Background: an optimization exercise with open tools, aiming at small area, a short achievable clock period and few clock cycles. Do not read the settings as production practice.
Only simulation tests tie the RTL to the original design; equivalence was not proved.
Power figures rest on the tool's default switching activity, not on a simulated workload.

===== config.mk =====
export PLATFORM = sky130hd
export DESIGN_NAME = frame_codec
export DESIGN_NICKNAME = frame_codec
export VERILOG_FILES = /design/flow/design.v
export SDC_FILE = /design/flow/constraint.sdc
export NUM_CORES = 4
export LEC_CHECK = 0
export ABC_CLOCK_PERIOD_IN_PS = 2000
export CAP_MARGIN = 20
export CORE_MARGIN = 2
export CORE_UTILIZATION = 40
export SETUP_SLACK_MARGIN = 1.2
export SLEW_MARGIN = 20

===== constraint.sdc =====
create_clock -name core_clock -period 4.0 [get_ports {clk}]
set_input_delay 0.8000 -clock core_clock [delete_from_list [all_inputs] [get_ports {clk}]]
set_output_delay 0.8000 -clock core_clock [all_outputs]
set_load 0.01 [all_outputs]

===== design.v =====
module crc16_serial (
    input  wire [15:0] crc,
    input  wire [7:0]  din,
    output wire [15:0] nxt
);
    wire [7:0] x0 = crc[15:8] ^ din;
    wire [7:0] x  = x0 ^ {4'h0, x0[7:4]};
    assign nxt = {crc[7:0], 8'h00} ^ {x[3:0], 12'h000} ^ {3'b000, x, 5'b00000} ^ {8'h00, x};
endmodule
module frame_encoder (
    input  wire       clk,
    input  wire       rst,
    input  wire       in_valid,
    input  wire [7:0] in_data,
    output wire       in_ready,
    output wire       tx_valid,
    output wire [7:0] tx_data,
    output wire       tx_last,
    input  wire       tx_ready
);
    localparam [7:0] START = 8'h7E;
    localparam [7:0] ESC   = 8'h7D;
    localparam [2:0] E_START = 3'd0,
                     E_OP    = 3'd1,
                     E_LEN   = 3'd2,
                     E_PAY   = 3'd3,
                     E_CRCL  = 3'd4,
                     E_CRCH  = 3'd5;
    reg  [2:0]  state;
    reg  [7:0]  remain;      
    reg         escd;        
    reg  [15:0] crc;
    wire [15:0] crc_nxt;
    crc16_serial u_crc (.crc(crc), .din(in_data), .nxt(crc_nxt));
    wire body_state = (state == E_OP) || (state == E_LEN) || (state == E_PAY);
    wire crc_state  = (state == E_CRCL) || (state == E_CRCH);
    wire [7:0] src = body_state         ? in_data  :
                     (state == E_CRCL)  ? crc[7:0] :
                     (state == E_CRCH)  ? crc[15:8] : START;
    wire need_esc  = !escd && (body_state || crc_state) &&
                     (src[7:2] == 6'b011111) && (src[1] ^ src[0]);
    assign tx_valid = crc_state || in_valid;
    assign tx_data  = {src[7:2], src[1] & !need_esc, src[0] | need_esc};
    assign tx_last  = (state == E_CRCH) && !need_esc;
    assign in_ready = body_state && tx_ready && !need_esc;
    wire move = tx_valid && tx_ready;
    always @(posedge clk) begin
        if (state == E_START)
            crc <= 16'h0000;
        else if (move && body_state && !need_esc)
            crc <= crc_nxt;
    end
    always @(posedge clk) begin
        if (move && state == E_LEN)
            remain <= in_data;
        else if (move && state == E_PAY && !need_esc)
            remain <= remain - 8'd1;
    end
    always @(posedge clk) begin
        if (rst) begin
            state <= E_START;
            escd  <= 1'b0;
        end else if (move) begin
            escd <= need_esc;
            if (!need_esc) begin
                case (state)
                E_START: state <= E_OP;
                E_OP:    state <= E_LEN;
                E_LEN:   state <= (in_data == 8'd0) ? E_CRCL : E_PAY;
                E_PAY:   if (remain == 8'd1) state <= E_CRCL;
                E_CRCL:  state <= E_CRCH;
                default: state <= E_START;
                endcase
            end
        end
    end
endmodule
module frame_decoder (
    input  wire       clk,
    input  wire       rst,
    input  wire       rx_valid,
    input  wire [7:0] rx_data,
    input  wire       rx_last,
    output wire       rx_ready,
    output wire       body_valid,
    output wire [7:0] body_data,
    input  wire       body_ready,
    output reg        res_valid,
    output reg  [2:0] res_cause,
    input  wire       res_ready
);
    localparam [7:0] START = 8'h7E;
    localparam [7:0] ESC   = 8'h7D;
    localparam [2:0] C_OK     = 3'd0,
                     C_MARKER = 3'd1,
                     C_TRUNC  = 3'd2,
                     C_LENGTH = 3'd3,
                     C_CRC    = 3'd4;
    localparam [3:0] D_START = 4'd0,
                     D_OP    = 4'd1,
                     D_LEN   = 4'd2,
                     D_PAY   = 4'd3,
                     D_CRCL  = 4'd4,
                     D_CRCH  = 4'd5,
                     D_DONE  = 4'd6,
                     D_EMARK = 4'd7,
                     D_ECRC  = 4'd8,
                     D_ELEN  = 4'd9;
    reg  [3:0]  dph;
    reg         escf;
    reg  [7:0]  remain;      
    reg         lo_ok;       
    reg  [15:0] crc;
    wire [15:0] crc_nxt;
    crc16_serial u_crc (.crc(crc), .din(rx_data), .nxt(crc_nxt));
    wire in_frame   = (dph == D_OP) || (dph == D_LEN) || (dph == D_PAY) ||
                      (dph == D_CRCL) || (dph == D_CRCH);
    wire is_esc     = (rx_data == ESC);
    wire is_content = in_frame && (escf || !is_esc);
    wire body_ph    = (dph == D_OP) || (dph == D_LEN) || (dph == D_PAY);
    wire is_body    = body_ph && (escf || !is_esc);
    wire hold       = rx_last && res_valid;
    assign body_valid = rx_valid && is_body && !hold;
    assign body_data  = rx_data;
    assign rx_ready   = !hold && (!is_body || body_ready);
    wire   take       = rx_valid && rx_ready;
    wire hi_ok = (crc[15:8] == rx_data);
    reg [3:0] dph_nxt;
    always @(*) begin
        dph_nxt = dph;
        case (dph)
        D_START: dph_nxt = (rx_data == START) ? D_OP : D_EMARK;
        D_OP:    if (is_content) dph_nxt = D_LEN;
        D_LEN:   if (is_content) dph_nxt = (rx_data == 8'd0) ? D_CRCL : D_PAY;
        D_PAY:   if (is_content && remain == 8'd1) dph_nxt = D_CRCL;
        D_CRCL:  if (is_content) dph_nxt = D_CRCH;
        D_CRCH:  if (is_content) dph_nxt = (lo_ok && hi_ok) ? D_DONE : D_ECRC;
        D_DONE:  dph_nxt = D_ELEN;
        default: ;
        endcase
    end
    reg [2:0] cause_nxt;
    always @(*) begin
        case (dph_nxt)
        D_DONE:  cause_nxt = C_OK;
        D_EMARK: cause_nxt = C_MARKER;
        D_ELEN:  cause_nxt = C_LENGTH;
        D_ECRC:  cause_nxt = C_CRC;
        default: cause_nxt = C_TRUNC;
        endcase
    end
    always @(posedge clk) begin
        if (dph == D_START)
            crc <= 16'h0000;
        else if (take && is_body)
            crc <= crc_nxt;
    end
    always @(posedge clk) begin
        if (take && is_content) begin
            if (dph == D_LEN) remain <= rx_data;
            else if (dph == D_PAY) remain <= remain - 8'd1;
            lo_ok <= (crc[7:0] == rx_data);
        end
    end
    always @(posedge clk) begin
        if (rst) begin
            dph       <= D_START;
            escf      <= 1'b0;
            res_valid <= 1'b0;
            res_cause <= C_OK;
        end else begin
            if (res_valid && res_ready) res_valid <= 1'b0;
            if (take) begin
                escf <= in_frame && !escf && is_esc;
                if (rx_last) begin
                    res_valid <= 1'b1;
                    res_cause <= cause_nxt;
                    dph       <= D_START;
                end else begin
                    dph       <= dph_nxt;
                end
            end
        end
    end
endmodule
module frame_codec (
    input  wire       clk,
    input  wire       rst,
    input  wire       enc_valid,
    input  wire [7:0] enc_data,
    output wire       enc_ready,
    output wire       tx_valid,
    output wire [7:0] tx_data,
    output wire       tx_last,
    input  wire       tx_ready,
    input  wire       rx_valid,
    input  wire [7:0] rx_data,
    input  wire       rx_last,
    output wire       rx_ready,
    output wire       body_valid,
    output wire [7:0] body_data,
    input  wire       body_ready,
    output wire       res_valid,
    output wire [2:0] res_cause,
    input  wire       res_ready
);
    frame_encoder u_enc (
        .clk(clk), .rst(rst),
        .in_valid(enc_valid), .in_data(enc_data), .in_ready(enc_ready),
        .tx_valid(tx_valid), .tx_data(tx_data), .tx_last(tx_last),
        .tx_ready(tx_ready)
    );
    frame_decoder u_dec (
        .clk(clk), .rst(rst),
        .rx_valid(rx_valid), .rx_data(rx_data), .rx_last(rx_last),
        .rx_ready(rx_ready),
        .body_valid(body_valid), .body_data(body_data), .body_ready(body_ready),
        .res_valid(res_valid), .res_cause(res_cause), .res_ready(res_ready)
    );
endmodule

===== run.sh =====
#!/bin/bash
# synth_recipe.tcl (not shown) runs the flow's synth.tcl, then flattens the netlist and writes it again
# the make line also repeats each setting of config.mk as NAME=value (left out here)
make -C /OpenROAD-flow-scripts/flow DESIGN_CONFIG=/design/flow/config.mk WORK_HOME=/design/flow/orfs CLKGATE_MAP_FILE= SYNTH_SCRIPT=/design/flow/synth_recipe.tcl finish

==> run notes, run 1 <==
Slowest-stage cell, CP: clkdlybuf4s15_1
Post-synthesis compound-gate area fraction: 0.158
Crit path cell chain: clkdlybuf4s15_1 > a22oi_2 > o21ai_2 > xnor2_2 > nand3_2 > buf_6 > and3_4 > buf_6
Hold Path Class: register to register
Crit end category: primary output
Row cnt: 37
Clk sink count: 62
Rel. slew slack: 0.497
Final net count: 583
Syn Inst Count: 471
Die area: 11300 µm²
FFs w/ async S/R, synth: 0
Initial antenna violation count: 0
N_diodes: 0
Vias: 3811
Synth Area per Inst: 8.88 µm²
Initial DRC Count: 186
Port buffer count: 48
Grt ovf: 0
Main combinational cell family by area after synthesis: simple AND/OR/NAND/NOR gates
Post-synth EDFFs: 17
Fin worst setup slack: 0.992 ns
Die Height: 106 µm
Vias in the first global route: 3654
Setup-failing EPs final: 0
Post-synthesis cell type count: 76
Top Family by Delay on Critical Path: buffers and inverters
Xor/xnor cell area share of the yosys netlist: 0.147
Maximum clock rate: 0.332 GHz
Longest Clk Path Bufs: 2
Htree depth: 3
Pin slew with the least headroom to its limit: 0.749 ns
Syn. warnings: 2
Clk_skew: 0.0108 ns
Final Hold Vio Count: 0
Status: timing/DRC/antenna clean
Setup crit start kind: primary input
Sequential area share after synthesis: 0.338
Mux cell area share after synthesis: 0.0434
CTS tree: done
Final HPWL DP: 7.72 mm
Vias per inst: 5.48
First-pass GRT wire length: 18.1 mm
Synth Area in Simple Gates: 0.233
Largest net degree at the start of global routing: 31
Cell Area, Synth: 4180 µm²
Min Tclk post-route: 3.01 ns
Max IR drop VDD: 0.000165 V
Fin area: 5520 µm²
Leak: 2.14 nW
Yosys reg bits: 62
WL final: 11.2 mm
Synth Area in Adders: 0.0120
Root Driver: clkbuf_8
CTS buffer count: 9
Critical Path AT: 2.21 ns
# hold bufs at CTS: 0
Synth Flop Type: dfxtp_1
Area grow syn2layout: 32.1%
Clock Latency Late Sink: 0.34 ns
Routability Congestion: 0.917
Crit path required time: 3.20 ns
Detail Route Antenna Nets: 0
Critical path class: primary input to primary output
Pre-CTS WS: 0.176 ns
Sum of negative setup slack: 0 ns
Dpl cells: 640
Pins Over Slew Limit: 0
Residual DRC: 0
MaxCap Viol Count: 0
CP Max Fanout: 5
Core area: 10200 µm²
Crit-path max cell delay: 0.31 ns
Layout cell share with drive strength beyond 1: 0.271
Total GRT Usage: 0.201
Clock slew at reported path FFs: 0.07 ns
DIE WIDTH: 106 µm
Syn nets: 499
Non-filler cells in the finished layout: 696
RSZ-0062 raised after global routing: true
Final Cycle Share: 0.752
WL per Instance: 16.1 µm
Router iterations before antenna repair: 5
Placed cell area: 4720 µm²
Initial Utilization: 0.409
Top Ports: 49
Worst path most repeated cell: buf_6
Pwr dens: 297 nW/µm²
Worst path buffer plus inverter count: 3
## metal layers
layer,vias to the layer above,track usage,wire length (µm)
met1,1856,0.284,5350
met4,0,0.0677,166
met3,15,0.0380,567
met2,106,0.306,5150
li1,1834,-,-
met5,-,0,0
## synthesized netlist by cell type, types with 5 or more instances
library cell / number / area (µm²)
a21oi_1: 28 / 140
a22oi_1: 5 / 37.5
and3_1: 5 / 31.3
buf_4: 9 / 67.6
buf_6: 6 / 67.6
clkbuf_1: 10 / 37.5
dfxtp_1: 45 / 901
edfxtp_1: 17 / 510
inv_1: 11 / 41.3
mux2i_1: 17 / 170
nand2_1: 26 / 97.6
nand2b_1: 5 / 31.3
nand3_1: 8 / 40.0
nand4_1: 5 / 31.3
nor2_1: 68 / 255
nor3_1: 14 / 70.1
o21ai_0: 19 / 95.1
o22ai_1: 10 / 62.6
or3_1: 5 / 31.3
xnor2_1: 48 / 420
xor2_1: 22 / 193
## cells by family after synthesis
group | count (synthesis)
AOI/OAI and AO/OA | 95
DFF | 62
buffers and inverters | 44
and+or+nand+nor | 178
adders and majority gates | 4
muxes | 18
xor gates and xnor gates | 70
## repair_timing
item	in CTS	in global routing
setup buffers	22	18
endpoints found under the setup margin	50	19
pin swaps	18	18
gates resized for setup	101	37
## through the flow
step	total power (W)	util	hold WS (ns)
after floorplan	0.000914	-	0.462
after global placement	0.00102	0.462	0.449
after detailed placement	0.00103	0.462	0.455
after CTS	0.00162	0.514	0.465
after global routing	0.00171	0.540	0.474
final	0.00164	0.540	0.460
## where the power goes
part / total [W] / switching (W) / internal (W)
clock network: 0.000563 / 0.000250 / 0.000313
registers: 0.000682 / 0.0000236 / 0.000659
logic: 0.000393 / 0.000202 / 0.000190
## worst reg2reg max path, stage by stage (launching register included)
cell and delay [ns]:
dfxtp_4 0.40, buf_6 0.12, clkinvlp_4 0.11, a22o_1 0.22, a222oi_1 0.38, nor4b_4 0.10, buf_4 0.17, buf_4 0.13
a311o_2 0.44, buf_4 0.24, mux2i_1 0.16, nor2_1 0.05
## cell type report
cell class	count	area (µm²)
clock inverter	2	12.5
timing repair buffer	106	940
tap	136	170
fill	915	4710
inverter	11	45.0
clock buffer	14	194
multi-input combinational	365	2740
sequential	62	1420
## placed cells by master (no fill, tap or decap), types with 16 or more instances in the layout
cell type        instances
o21ai_0                 16
nor2_1                  67
dfxtp_1                 42
buf_4                   45
a21oi_1                 26
edfxtp_1                17
xor2_1                  19
xnor2_1                 47
nand2_1                 26
mux2i_1                 17
clkdlybuf4s50_1         22
## sequential cells by signal (all words and copies together) (netlist names)
name / cells
u_dec.crc: 16
u_enc.crc: 16
u_dec.remain: 8
u_enc.remain: 8
u_dec.dph: 4
u_dec.res_cause: 3
u_enc.state: 3
u_dec.escf: 1
u_dec.lo_ok: 1
u_dec.res_valid: 1
u_enc.escd: 1
## final timing paths
path                       from                  to  slack (ns)  depth (start not counted)
min          u_dec.res_cause[2]  u_dec.res_cause[2]        0.46                          2
max reg2reg      u_enc.state[2]        u_enc.crc[0]        1.38                         11
min reg2reg  u_dec.res_cause[2]  u_dec.res_cause[2]        0.46                          2
max                 enc_data[0]             tx_last        0.99                          8
Testbench counts, summed over its fixed seeds: cycles 4,439.
==> run 2, diff against run 1 <==
--- a/config.mk
+++ b/config.mk
@@ -5,9 +5,8 @@
 export SDC_FILE = /design/flow/constraint.sdc
 export NUM_CORES = 4
 export LEC_CHECK = 0
-export ABC_CLOCK_PERIOD_IN_PS = 2000
 export CAP_MARGIN = 20
 export CORE_MARGIN = 2
 export CORE_UTILIZATION = 40
-export SETUP_SLACK_MARGIN = 1.2
+export SETUP_SLACK_MARGIN = 1.8
 export SLEW_MARGIN = 20
==> run 2 against run 1 <==
First-iteration DRC count is 54% higher. Final cell count is 1.6% higher. Highest routed layer unchanged. Fmax grew 2.4%. Worst setup slack better by 0.071 ns. Via count is 2.0% higher. Still clean on timing, DRC and antenna. Total power fell by 1.6%.
==> run notes, run 2 <==
Final Total Pwr: 0.00161 W (was 0.00164 W)
Reg2reg path depth: 12 (was 11)
Cell Area, Synth: 4180 µm² (unchanged)
Final net count: 595 (was 583)
Syn nets: 499 (unchanged)
Longest Clk Path Bufs: 2 (unchanged)
Total GRT Usage: 0.218 (was 0.201)
Vias per inst: 5.50 (was 5.48)
CTS buffer count: 9 (unchanged)
Leak: 2.24 nW (was 2.14 nW)
Crit end category: primary output (unchanged)
RSZ-0062 raised after global routing: true (unchanged)
Pwr dens: 280 nW/µm² (was 297 nW/µm²)
Die Height: 106 µm (unchanged)
Worst Setup EP: tx_data[1] (was tx_last)
Clk sink count: 62 (unchanged)
Placed cell area: 4800 µm² (was 4720 µm²)
Comb pwr share: 0.255 (was 0.240)
Initial Utilization: 0.409 (unchanged)
Initial DRC Count: 286 (was 186)
Most frequent cells in the layout: nor2_1 (64), buf_4 (56), xnor2_1 (45), dfxtp_1 (40), nand2_1 (24) (was nor2_1 (67), xnor2_1 (47), buf_4 (45), dfxtp_1 (42))
Final Hold Vio Count: 0 (unchanged)
Hold WS: 0.461 ns (was 0.460 ns)
Critical Path Start: u_enc.state[2] (was enc_data[0])
Core area: 10200 µm² (unchanged)
Post-synth top cells: nor2_1 (68), xnor2_1 (48), dfxtp_1 (45), a21oi_1 (28), nand2_1 (26) (unchanged)
DIE WIDTH: 106 µm (unchanged)
CP Max Fanout: 6 (was 5)
N_diodes: 0 (unchanged)
Clock slew at reported path FFs: 0.07 ns (about the same)
Post-synthesis cell type count: 76 (unchanged)
Fin area: 5760 µm² (was 5520 µm²)
Router iterations before antenna repair: 5 (unchanged)
FF-to-FF Start: u_enc.state[2] (unchanged)
Crit path required time: 3.20 ns (about the same)
# hold bufs at CTS: 0 (unchanged)
Internal: 0.00111 W (was 0.00116 W)
Initial antenna violation count: 0 (unchanged)
Pin slew with the least headroom to its limit: 0.694 ns (was 0.749 ns)
Routability Congestion: 0.967 (was 0.917)
Top-count cell post-synth: nor2_1 (unchanged)
Htree depth: 3 (unchanged)
Setup crit start kind: register (was primary input)
Die area: 11300 µm² (unchanged)
Clock Power Share: 0.322 (was 0.344)
WL final: 12.2 mm (was 11.2 mm)
Switching share of total power: 0.310 (was 0.290)
Residual DRC: 0 (unchanged)
Synth Flop Type: dfxtp_1 (unchanged)
WL per Instance: 17.2 µm (was 16.1 µm)
Yosys top cell by area: dfxtp_1 (unchanged)
Clk_skew: 0.0133 ns (was 0.0108 ns)
Sum of negative setup slack: 0 ns (unchanged)
Commonest non-fill, non-tap cell in the layout: nor2_1 (unchanged)
Max IR drop VDD: 0.000168 V (was 0.000165 V)
Final Cycle Share: 0.734 (was 0.752)
Area grow syn2layout: 37.8% (was 32.1%)
Maximum clock rate: 0.340 GHz (was 0.332 GHz)
Detail Route Antenna Nets: 0 (unchanged)
First-pass GRT wire length: 19.5 mm (was 18.1 mm)
Post-synth EDFFs: 17 (unchanged)
Synth Area per Inst: 8.88 µm² (unchanged)
Pins Over Slew Limit: 0 (unchanged)
Port buffer count: 48 (unchanged)
Grt ovf: 0 (unchanged)
Status: timing/DRC/antenna clean (unchanged)
Synth top area share: 0.216 (unchanged)
Hold Path Class: register to register (unchanged)
Switching pwr: 0.000499 W (was 0.000476 W)
MaxCap Viol Count: 0 (unchanged)
Layout cell share with drive strength beyond 1: 0.356 (was 0.271)
Syn Inst Count: 471 (unchanged)
Final HPWL DP: 7.84 mm (was 7.72 mm)
CTS tree: done (unchanged)
Rel. slew slack: 0.536 (was 0.497)
Sequential group share of total power: 0.423 (was 0.417)
Vias in the first global route: 3802 (was 3654)
Yosys reg bits: 62 (unchanged)
Vias: 3887 (was 3811)
FFs w/ async S/R, synth: 0 (unchanged)
Internal reg-to-reg setup slack: 1.29 ns (was 1.38 ns)
Row cnt: 37 (unchanged)
Regs by FF count: u_dec.crc: 16 flops, u_enc.crc: 16 flops (unchanged)
Critical path class: register to primary output (was primary input to primary output)
Root Driver: clkbuf_8 (unchanged)
Sequential area share after synthesis: 0.338 (unchanged)
Setup-failing EPs final: 0 (unchanged)
Min Tclk post-route: 2.94 ns (was 3.01 ns)
Ranking of synthesized cells by area: dfxtp_1 (22%), edfxtp_1 (12%), xnor2_1 (10%) (unchanged)
Critical Path AT: 2.14 ns (was 2.21 ns)
Largest net degree at the start of global routing: 31 (unchanged)
FF-to-FF End: u_enc.crc[3] (was u_enc.crc[0])
Clock Latency Late Sink: 0.34 ns (about the same)
Top Ports: 49 (unchanged)
Syn. warnings: 2 (unchanged)
[run 2: worst min-delay path by stage]
stage	cells after the start	to	slack (ns)	start
3_3_place_gp	2	u_dec.res_cause[2]	0.45	u_dec.res_cause[2]
5_1_grt	2	u_dec.res_cause[2]	0.48	u_dec.res_cause[2]
6_report	2	u_dec.res_cause[2]	0.46	u_dec.res_cause[2]
3_5_place_dp	2	u_dec.res_cause[2]	0.46	u_dec.res_cause[2]
4_1_cts	2	u_dec.res_cause[2]	0.47	u_dec.res_cause[2]
2_1_floorplan	2	u_dec.escf	0.46	u_dec.escf
[run 2: area by class of cell]
class                   instances  area, µm²
well taps                     136        170
clock buffers                  12        156
fillers                       886       4470
repair buffers                118       1020
clock inverters                 3       17.5
inverters                      11       48.8
multi-input cells             365       2920
flip-flops and latches         62       1430
[run 2: cell families after synthesis]
kind of cell             after synthesis  share of synthesized area
AO/OA/AOI/OAI                         95                      0.158
flip-flops                            62                      0.338
XOR/XNOR                              70                      0.147
buffers and inverters                 44                     0.0700
AND/OR/NAND/NOR                      178                      0.233
multiplexers                          18                     0.0434
adder cells (fa/ha/maj)                4                     0.0120
[run 2: metrics by stage]
step                std cells  worst slack, ns   util
finish                    707             1.06  0.563
CTS                       692             1.06  0.541
global route              707             1.01  0.563
floorplan                 471             1.28      -
detailed placement        637            0.220  0.469
global placement          637            0.255  0.469
[run 2: metal layers]
metal / up-vias / global-route usage / share of wire
li1: 1858 / - / -
met1: 1850 / 0.283 / 0.43
met2: 150 / 0.362 / 0.49
met3: 29 / 0.0466 / 0.055
met4: 0 / 0.0686 / 0.019
met5: - / 0 / 0
[run 2: repair_timing]
| item | CTS | global route |
|---|---|---|
| endpoints found under the setup margin | 83 | 57 |
| gates resized for setup | 206 | 33 |
| hold endpoints to repair | 0 | 0 |
| pin swaps | 33 | 22 |
| cloned | 1 | 0 |
| buffers inserted | 39 | 15 |
[run 2: power groups by stage]
stage,combinational (W),clock (W),sequential (W)
CTS,0.000384,0.000530,0.000681
global route,0.000443,0.000562,0.000685
floorplan,0.000244,0,0.000685
finish,0.000411,0.000519,0.000683
global placement,0.000338,0,0.000697
detailed placement,0.000341,0,0.000697
[run 2: critical path, stage by stage, from the launching register on]
cell     delay [ns]
dfxtp_4        0.41
or3b_4         0.45
o22ai_2        0.13
a21o_1         0.17
xnor2_2        0.12
buf_4          0.16
a31oi_1        0.19
buf_2          0.17
==> run 3, diff against run 2 <==
--- a/config.mk
+++ b/config.mk
@@ -8,5 +8,4 @@
 export CAP_MARGIN = 20
 export CORE_MARGIN = 2
 export CORE_UTILIZATION = 40
-export SETUP_SLACK_MARGIN = 1.8
 export SLEW_MARGIN = 20
==> run 3 against run 2 <==
Clock power down 4%. Highest routed layer unchanged. Flip-flop and latch count unchanged. Synthesized area unchanged. Register-to-register slack is essentially flat. Still clean on timing, DRC and antenna. Clock skew fell by 0.0017 ns. Clock-buffer cell count shrank 2. Wire length fell by 18%. Core utilization fell by 8.4 points. Global-route usage is 3.2 points lower. Synthesized cell count did not move. Critical path type is now primary input to primary output.
==> run notes, run 3 <==
Status: timing/DRC/antenna clean (unchanged)
CP Max Fanout: 5 (was 6)
Crit end category: primary output (unchanged)
Core area: 10200 µm² (unchanged)
CTS tree: done (unchanged)
Rel. slew slack: 0.515 (was 0.536)
CTS resizes: 0 (was 206)
Crit path required time: 3.20 ns (about the same)
Dpl cells: 642 (was 637)
Worst path most repeated cell: clkdlybuf4s50_1
Total GRT Usage: 0.186 (was 0.218)
Min Tclk post-route: 3.80 ns (was 2.94 ns)
Final Hold Vio Count: 0 (unchanged)
Synth Area per Inst: 8.88 µm² (unchanged)
Top-count cell post-synth: nor2_1 (unchanged)
Hold Path Class: register to register (unchanged)
Die Height: 106 µm (unchanged)
Htree depth: 3 (unchanged)
Maximum clock rate: 0.263 GHz (was 0.340 GHz)
Area grow syn2layout: 17.3% (was 37.8%)
Switching pwr: 0.000458 W (was 0.000499 W)
Critical path class: primary input to primary output (was register to primary output)
WL per Instance: 15.1 µm (was 17.2 µm)
Vias: 3466 (was 3887)
Largest net degree at the start of global routing: 31 (unchanged)
Pins Over Slew Limit: 0 (unchanged)
Routability Congestion: 0.876 (was 0.967)
Setup-failing EPs final: 0 (unchanged)
Clk_skew: 0.0115 ns (was 0.0133 ns)
Cell Area, Synth: 4180 µm² (unchanged)
Final Cycle Share: 0.951 (was 0.734)
WL final: 9.93 mm (was 12.2 mm)
CTS buffer count: 9 (unchanged)
Synth Flop Type: dfxtp_1 (unchanged)
Leak: 1.82 nW (was 2.24 nW)
First-pass GRT wire length: 16.5 mm (was 19.5 mm)
Clk sink count: 62 (unchanged)
FF-to-FF Start: u_enc.state[2] (unchanged)
Initial Utilization: 0.409 (unchanged)
Crit-path max cell delay: 0.59 ns (was 0.45 ns)
Layout cell share with drive strength beyond 1: 0.117 (was 0.356)
Main combinational cell family by area after synthesis: simple AND/OR/NAND/NOR gates (unchanged)
Regs by FF count: u_dec.crc: 16 flops, u_enc.crc: 16 flops (unchanged)
Crit path cell chain: clkdlybuf4s50_1 > o22ai_1 > a21oi_1 > nor4b_4 > nand3_1 > and3_1 > clkdlybuf4s50_1 (was or3b_4 > o22ai_2 > a21o_1 > xnor2_2 > buf_4 > a31oi_1 > buf_2)
Synth Area in Simple Gates: 0.233 (unchanged)
Top Ports: 49 (unchanged)
Ranking of synthesized cells by area: dfxtp_1 (22%), edfxtp_1 (12%), xnor2_1 (10%) (unchanged)
Grt ovf: 0 (unchanged)
Mux cell area share after synthesis: 0.0434 (unchanged)
Final HPWL DP: 7.48 mm (was 7.84 mm)
Final Util: 0.479 (was 0.563)
Clock slew at reported path FFs: 0.07 ns (about the same)
Synth Area in Adders: 0.0120 (unchanged)
Root Driver: clkbuf_8 (unchanged)
N_diodes: 0 (unchanged)
Fillers: 1002 (was 886)
FFs w/ async S/R, synth: 0 (unchanged)
Critical Path Start: enc_data[2] (was u_enc.state[2])
Post-synthesis cell type count: 76 (unchanged)
Post-synth EDFFs: 17 (unchanged)
Internal: 0.00106 W (was 0.00111 W)
Slowest-stage cell, CP: clkdlybuf4s50_1 (was or3b_4)
Initial antenna violation count: 0 (unchanged)
Sequential area share after synthesis: 0.338 (unchanged)
Sum of negative setup slack: 0 ns (unchanged)
Yosys top cell by area: dfxtp_1 (unchanged)
MaxCap Viol Count: 0 (unchanged)
Post-CTS setup buffer count: 0 (was 39)
Most frequent cells in the layout: nor2_1 (68), xnor2_1 (48), clkdlybuf4s50_1 (48), dfxtp_1 (45), a21oi_1 (28) (was nor2_1 (64), buf_4 (56), xnor2_1 (45), dfxtp_1 (40), nand2_1 (24))
Critical Path AT: 3.00 ns (was 2.14 ns)
Longest Clk Path Bufs: 2 (unchanged)
Commonest non-fill, non-tap cell in the layout: nor2_1 (unchanged)
Die area: 11300 µm² (unchanged)
Final net count: 545 (was 595)
Non-filler cells in the finished layout: 658 (was 707)
DIE WIDTH: 106 µm (unchanged)
Clock Power Share: 0.330 (was 0.322)
Router iterations before antenna repair: 4 (was 5)
Clock Latency Late Sink: 0.35 ns (was 0.34 ns)
Syn Inst Count: 471 (unchanged)
Port buffer count: 48 (unchanged)
Sequential group share of total power: 0.450 (was 0.423)
Syn. warnings: 2 (unchanged)
Initial DRC Count: 224 (was 286)
Switching share of total power: 0.303 (was 0.310)
Xor/xnor cell area share of the yosys netlist: 0.147 (unchanged)
Vias in the first global route: 3272 (was 3802)
RSZ-0062 raised after global routing: false (was true)
Hold wc startpoint: u_dec.res_cause[2] (unchanged)
Max IR drop VDD: 0.000174 V (was 0.000168 V)
Residual DRC: 0 (unchanged)
Vias per inst: 5.27 (was 5.50)
Setup crit start kind: primary input (was register)
Pin slew with the least headroom to its limit: 0.722 ns (was 0.694 ns)
Post-synthesis compound-gate area fraction: 0.158 (unchanged)
Row cnt: 37 (unchanged)
Pwr dens: 309 nW/µm² (was 280 nW/µm²)
Yosys reg bits: 62 (unchanged)
Syn nets: 499 (unchanged)
Detail Route Antenna Nets: 0 (unchanged)
Synth top area share: 0.216 (unchanged)
Comb pwr share: 0.220 (was 0.255)
# hold bufs at CTS: 0 (unchanged)
Post-synth top cells: nor2_1 (68), xnor2_1 (48), dfxtp_1 (45), a21oi_1 (28), nand2_1 (26) (unchanged)
[run 3: cell types whose count changed in the layout (fill, tap and decap cells not counted), sizes merged]
| cell | previous run | this run |
|---|---|---|
| clkinv | 1 | 4 |
| clkdlybuf4s50 | 8 | 48 |
| dlymetal6s2s | 1 | 0 |
| dlygate4sd2 | 7 | 0 |
| clkdlybuf4s15 | 6 | 0 |
| clkbuf | 13 | 10 |
| buf | 95 | 20 |
[run 3: kinds of logic (layout without fill, tap and decap cells)]
logic type | Yosys count | count (layout)
and+or+nand+nor | 178 | 178
muxes | 18 | 18
buffers and inverters | 44 | 95
adders and majority gates | 4 | 4
AOI/OAI and AO/OA | 95 | 95
DFF | 62 | 62
xor gates and xnor gates | 70 | 70
[run 3: power groups by stage]
| stage | logic (W) | registers, W | clock network [W] |
|---|---|---|---|
| 2_1_floorplan | 0.000227 | 0.000685 | 0 |
| 3_3_place_gp | 0.000330 | 0.000694 | 0 |
| 3_5_place_dp | 0.000331 | 0.000695 | 0 |
| 4_1_cts | 0.000333 | 0.000680 | 0.000516 |
| 5_1_grt | 0.000363 | 0.000683 | 0.000543 |
| 6_report | 0.000333 | 0.000681 | 0.000500 |
[run 3: worst max-delay path, delay by kind of cell]
family / cells / cell delay [ns]
AO/OA/AOI/OAI: 2 / 0.35
buffers and inverters: 2 / 1.06
AND/OR/NAND/NOR: 3 / 0.79
[run 3: area by class of cell]
type / count / area, µm² / area share
repair buffers: 68 / 631 / 0.129
clock buffers: 10 / 138 / 0.0281
flip-flops and latches: 62 / 1410 / 0.288
inverters: 11 / 41.3 / 0.00842
well taps: 136 / 170 / 0.0347
clock inverters: 6 / 37.5 / 0.00765
multi-input cells: 365 / 2480 / 0.505
[run 3: per-stage QoR]
step                      area [µm²]  total power (W)  setup slack, ns  hold slack, ns
after floorplan                 4180         0.000912             1.10           0.462
after global placement          4730          0.00102            0.231           0.448
after detailed placement        4730          0.00103            0.205           0.451
after CTS                       4900          0.00153            0.213           0.462
after global routing            4900          0.00159           0.0485           0.508
final                           4900          0.00151            0.196           0.458
[run 3: final timing paths]
path	end	slack [ns]	cells after the start
max	tx_last	0.20	7
min	u_dec.res_cause[2]	0.46	2
max reg2reg	u_enc.remain[2]	1.30	9
min reg2reg	u_dec.res_cause[2]	0.46	2
[run 3: per-layer routing]
| metal | GRT usage | share of wire |
|---|---|---|
| met1 | 0.269 | 0.50 |
| met5 | 0 | 0 |
| met4 | 0.0724 | 0.019 |
| met3 | 0.0429 | 0.044 |
| met2 | 0.266 | 0.44 |

afterwards: timing with drivers on the ports:
The results above use ideal ports. As a check the final layouts listed here were re-extracted and re-timed, cells and wires unchanged.
Step 1 sets driving cells, clkbuf_16 on the clock port and buf_2 on the other inputs (assumed; they add their load-dependent delay and slew).
Step 2 also shifts input and output timing later by t, the mid clock arrival at the registers, as if the neighbouring blocks saw the same clock.
a / b / c = ideal / step 1 / step 2; a / b = the first two.
run	t (ns)	setup WS [ns]	hold slack, ns	worst setup path after step 2	worst data-port slew with drivers (ns)
run 1	0.364	0.992 / 0.972 / 0.897	0.460 / 0.460 / 0.460	input to register	0.03
run 2	0.369	1.063 / 1.030 / 0.925	0.461 / 0.461 / 0.461	input to register	0.06
run 3	0.377	0.196 / 0.174 / 0.174	0.458 / 0.458 / 0.458	input to output	0.04
After both steps setup and hold are still met in every run listed. The setup slack of run 2, which loses most, moves by -0.033 ns with the drivers and by -0.138 ns with both steps.
